From an optimization exercise on the open Yosys and OpenROAD flow, aimed at small area, a short achievable clock period and few clock cycles per item; shortcuts taken in it are not production practice.
Only simulation tests tie the RTL to the original design; equivalence was not proved.
Power and IR drop assume default switching activity. No driver is modelled on the clock port, so clocking that relies on it looks cheaper here than on a real chip.

==> flow/design.v (excerpt) <==
module cfl_parse (
    input  wire        clk,
    input  wire        rst,
    input  wire        in_valid,
    output wire        in_ready,
    input  wire [7:0]  in_data,
    input  wire        in_last,
    input  wire [7:0]  in_ch,
    output reg         res_valid,
    output wire [3:0]  res_code,
    output reg         pok,
    output wire [7:0]  pch,
    output wire [63:0] pf1_mant,
    output wire [63:0] pf2_mant,
    output wire [63:0] pf3_mant,
    output wire [63:0] pf4_mant,
    output wire [63:0] pf5_mant,
    output wire [7:0]  pf1_scale,
    output wire [7:0]  pf2_scale,
    output wire [7:0]  pf3_scale,
    output wire [7:0]  pf4_scale,
    output wire [7:0]  pf5_scale,
    output reg  [7:0]  pgas_off,
    output reg  [7:0]  pgas_len
);
For scale: roughly 27,000 um2 of cells after synthesis.
==> flow/config.mk <==
export PLATFORM = sky130hd
export DESIGN_NAME = cfl_parse
export DESIGN_NICKNAME = cfl_parse
export VERILOG_FILES = /design/flow/design.v
export SDC_FILE = /design/flow/constraint.sdc
export NUM_CORES = 4
export LEC_CHECK = 0
export ABC_AREA = 1
export CAP_MARGIN = 20
export CORE_MARGIN = 2
export CORE_UTILIZATION = 40
export SETUP_SLACK_MARGIN = 3.3
export SLEW_MARGIN = 20
==> flow/constraint.sdc <==
create_clock -name core_clock -period 6.0 [get_ports {clk}]
set_input_delay 1.2000 -clock core_clock [delete_from_list [all_inputs] [get_ports {clk}]]
set_output_delay 1.2000 -clock core_clock [all_outputs]
set_load 0.01 [all_outputs]
standard.sh (not shown) runs the stock make flow with config.mk's settings and CLKGATE_MAP_FILE= SYNTH_SCRIPT=/design/flow/synth_recipe.tcl, a recipe that flattens the netlist after the stock synthesis.
==> flow/flow/run.sh <==
#!/bin/bash
# The standard layout (standard.sh, ORFS synthesis to finish), with two
# changes to how cells are chosen:
#  - port buffers are buf_1 cells (ORFS otherwise picks clkdlybuf4s50_1);
#  - clock tree synthesis uses no dummy loads, and clusters of up to 32 sinks.
# Each step's full output is kept in this folder: make.log here, and ORFS's
# per-step logs under orfs/logs.
set -euo pipefail
export BUFFER_PORTS_ARGS="-buffer_cell sky130_fd_sc_hd__buf_1"
export CTS_ARGS="-sink_clustering_enable -repair_clock_nets -dont_use_dummy_load -sink_clustering_size 32 -sink_clustering_max_diameter 100"
bash ./standard.sh finish > make.log 2>&1
Testbench counts at the start, summed over its fixed seeds: cycles 71,183, lines 1,600.
Next try:
Settings changed: ABC_AREA 1 to default.
Routed wire length goes down by 8.1%.
First-iteration DRC count is higher by 1.1%.
Total power is higher by 6.7%.
Design area shrinks by 3.8%.
Hold slack got worse by 0.012 ns.
Setup slack got worse by 0.29 ns.
Clock-buffer cell count falls by 2.
Clock skew shrinks by 0.0065 ns.
Non-clock buffer count goes up by 6.

* * *

Another version of the RTL of cfl_parse (not shown whole).
Size in the first run: roughly 1800 cells after synthesis, roughly 780 flip-flops, ~410 I/O pins, roughly 26000 um^2 of cells after synthesis.
Settings: LEC_CHECK=0, CAP_MARGIN=20, CORE_MARGIN=2, CORE_UTILIZATION=40, SETUP_SLACK_MARGIN=3.5, SLEW_MARGIN=20; clock period 6.0 ns.
Scripts as last shown in full above: flow/flow/run.sh
The baseline passed the timing, design-rule and antenna checks.
Testbench counts at the start, summed over its fixed seeds: cycles 71,194, lines 1,600.
==> next run, changes <==
--- a/flow/config.mk
+++ b/flow/config.mk
@@ -11 +11 @@
-export SETUP_SLACK_MARGIN = 3.5
+export SETUP_SLACK_MARGIN = 3.8
After rerunning: Clock-buffer cell count rose by 1; global-route usage rose by 2.5 points; synthesized cell count does not change; power goes up by about 17%; wire length rises by about 20%; die area does not change; cell area is higher by about 16%.
==> next run, changes <==
--- a/flow/config.mk
+++ b/flow/config.mk
@@ -10,2 +10,3 @@
-export CORE_UTILIZATION = 40
-export SETUP_SLACK_MARGIN = 3.8
+export CORE_UTILIZATION = 60
+export PLACE_DENSITY = 0.75
+export SETUP_SLACK_MARGIN = 3.5
The changed run produced a clean layout. Sequential cell count is unchanged. Non-clock buffer count fell by 154. Power fell by about a fifth. Setup slack loses 0.17 ns. Global-route usage rose by 4.0 points. Routed wire length fell by about a fifth. Fmax fell by a few percent. Design area fell by about a fifth. Cell count fell by about a fifth.

* * *

cfl_parse, a different RTL version from the one above (not shown whole).
For scale: roughly 1,700 cells after synthesis, roughly 750 flip-flops, roughly 410 I/O pins, roughly 28,000 sq um of cells after synthesis.
clock: 6.0 ns
lec_check: 0
cap_margin: 20
core_margin: 2
core_utilization: 40
slew_margin: 20
==> flow/flow/run.sh <==
#!/bin/bash
# The standard layout (standard.sh, ORFS synthesis to finish), with two
# changes to how cells are chosen:
#  - port buffers are buf_1 cells (ORFS otherwise picks clkdlybuf4s50_1);
#  - clock tree synthesis uses no dummy loads.
# Each step's full output is kept in this folder: make.log here, and ORFS's
# per-step logs under orfs/logs.
set -euo pipefail
export BUFFER_PORTS_ARGS="-buffer_cell sky130_fd_sc_hd__buf_1"
export CTS_ARGS="-sink_clustering_enable -repair_clock_nets -dont_use_dummy_load"
bash ./standard.sh finish > make.log 2>&1
Testbench counts at the start, summed over its fixed seeds: cycles 71,130, lines 1,600.
Then changed:
==> flow/run.sh (new file) <==
#!/bin/bash
# synth_recipe.tcl (not shown) runs the flow's synth.tcl, then flattens the netlist and writes it again
# the make line also repeats each setting of config.mk as NAME=value (left out here)
make -C /OpenROAD-flow-scripts/flow DESIGN_CONFIG=/design/flow/config.mk WORK_HOME=/design/flow/orfs CLKGATE_MAP_FILE= SYNTH_SCRIPT=/design/flow/synth_recipe.tcl finish
removed: flow/flow/run.sh
removed: flow/standard.sh
=>
- combinational power is higher by 43%
- sequential power stays flat
- cell area is higher by 9.4%
- wire length is higher by 1.4%

* * *

RTL: one of the versions met above, not the one the previous note started from.
Size: roughly 1800 cells after synthesis, about 780 flip-flops, ~410 I/O pins, roughly 0.026 sq mm of cells after synthesis.
## cfl_parse
module cfl_parse (
    input  wire        clk,
    input  wire        rst,
    input  wire        in_valid,
    output wire        in_ready,
    input  wire [7:0]  in_data,
    input  wire        in_last,
    input  wire [7:0]  in_ch,
    output reg         res_valid,
    output wire [3:0]  res_code,
    output reg         pok,
    output wire [7:0]  pch,
    output wire [63:0] pf1_mant,
    output wire [63:0] pf2_mant,
    output wire [63:0] pf3_mant,
    output wire [63:0] pf4_mant,
    output wire [63:0] pf5_mant,
    output wire [7:0]  pf1_scale,
    output wire [7:0]  pf2_scale,
    output wire [7:0]  pf3_scale,
    output wire [7:0]  pf4_scale,
    output wire [7:0]  pf5_scale,
    output reg  [7:0]  pgas_off,
    output reg  [7:0]  pgas_len
);
Settings: LEC_CHECK=0, CAP_MARGIN=20, CORE_MARGIN=2, CORE_UTILIZATION=40, SETUP_SLACK_MARGIN=3.6, SLEW_MARGIN=20; clock period 6.0 ns.
==> flow/flow/run.sh <==
#!/bin/bash
# The standard layout (standard.sh, ORFS synthesis to finish), with two
# changes to how cells are chosen:
#  - port buffers are buf_1 cells (ORFS otherwise picks clkdlybuf4s50_1);
#  - clock tree synthesis uses no dummy loads, and clusters of up to 32 sinks.
# Each step's full output is kept in this folder: make.log here, and ORFS's
# per-step logs under orfs/logs.
set -euo pipefail
export BUFFER_PORTS_ARGS="-buffer_cell sky130_fd_sc_hd__buf_1"
export CTS_ARGS="-sink_clustering_enable -repair_clock_nets -dont_use_dummy_load -sink_clustering_size 32 -sink_clustering_max_diameter 100"
bash ./standard.sh finish > make.log 2>&1
Testbench counts at the start, summed over its fixed seeds: cycles 71,194, lines 1,600.
Next try:
--- a/flow/config.mk
+++ b/flow/config.mk
@@ -9,4 +9,4 @@
 export CORE_MARGIN = 2
 export CORE_UTILIZATION = 40
-export SETUP_SLACK_MARGIN = 3.6
+export SETUP_SLACK_MARGIN = 3.3
 export SLEW_MARGIN = 20
The new run passed the timing, design-rule and antenna checks.
Cell area decreases by 3.6%.
Clock-buffer cell count decreases by 5.
Flip-flop and latch count is unchanged.
Setup slack loses 0.059 ns.
Combinational power stays flat.
Core utilization decreases by 1.7 points.
Global-route usage decreases by 0.33 points.
Next try:
==> flow/flow/run.sh (replaced) <==
#!/bin/bash
# The standard layout (standard.sh, ORFS synthesis to finish), with two
# changes to how cells are chosen:
#  - port buffers are buf_1 cells (ORFS otherwise picks clkdlybuf4s50_1);
#  - clock tree synthesis uses no dummy loads, and clusters of up to 28 sinks.
# Each step's full output is kept in this folder: make.log here, and ORFS's
# per-step logs under orfs/logs.
set -euo pipefail
export BUFFER_PORTS_ARGS="-buffer_cell sky130_fd_sc_hd__buf_1"
export CTS_ARGS="-sink_clustering_enable -repair_clock_nets -dont_use_dummy_load -sink_clustering_size 28 -sink_clustering_max_diameter 90"
bash ./standard.sh finish > make.log 2>&1
--- a/flow/config.mk
+++ b/flow/config.mk
@@ -9,4 +9,4 @@
 export CORE_MARGIN = 2
 export CORE_UTILIZATION = 40
-export SETUP_SLACK_MARGIN = 3.3
+export SETUP_SLACK_MARGIN = 3.5
 export SLEW_MARGIN = 20
Result: The changed run produced a clean layout; power goes up by 2.8%; wire length goes down by 1.5%; sequential power is about the same; synthesized cell count is unchanged; utilization goes up by 1.2 points; first-iteration DRC count goes down by 21%.

==> port drivers added, routing unchanged <==
The results above use ideal ports. As a check the final layouts listed here were re-extracted and re-timed, cells and wires unchanged.
Step 1 sets driving cells, clkbuf_16 on the clock port and buf_2 on the other inputs (assumed; they add their load-dependent delay and slew).
Step 2 times the ports against the registers' clock, not the clock port: input delays grow and output delays shrink by t, the midpoint of the rising clock arrivals with the driver on.
Slacks: ideal / step 1 / step 2; pairs: ideal / step 1.
run | shift t [ns] | setup slack, ns | worst setup path after step 2 | slew at the worst register clock pin (ns)
the first run of note 1 | 0.655 | 3.536 / 3.503 / 3.138 | input to register | 0.12 / 0.12
the second run of note 1 | 0.649 | 3.249 / 3.249 / 3.046 | input to register | 0.12 / 0.12
the first run of note 2 | 0.606 | 3.300 / 3.300 / 3.152 | input to register | 0.11 / 0.11
the second run of note 2 | 0.615 | 3.383 / 3.383 / 3.291 | input to register | 0.12 / 0.12
the third run of note 2 | 0.634 | 3.216 / 3.216 / 3.216 | register to register | 0.12 / 0.12
the first run of note 3 | 0.642 | 2.124 / 2.124 / 2.124 | register to register | 0.06 / 0.06
the second run of note 3 | 0.662 | 2.053 / 2.053 / 2.053 | register to register | 0.06 / 0.06
the first run of note 4 | 0.624 | 3.315 / 3.315 / 3.315 | register to register | 0.11 / 0.11
the second run of note 4 | 0.665 | 3.256 / 3.256 / 3.256 | register to register | 0.12 / 0.12
the third run of note 4 | 0.619 | 3.267 / 3.267 / 3.267 | register to register | 0.11 / 0.11
After both steps setup and hold are still met in every run listed. The setup slack of the first run of note 1, which loses most, moves by -0.033 ns with the drivers and by -0.398 ns with both steps.
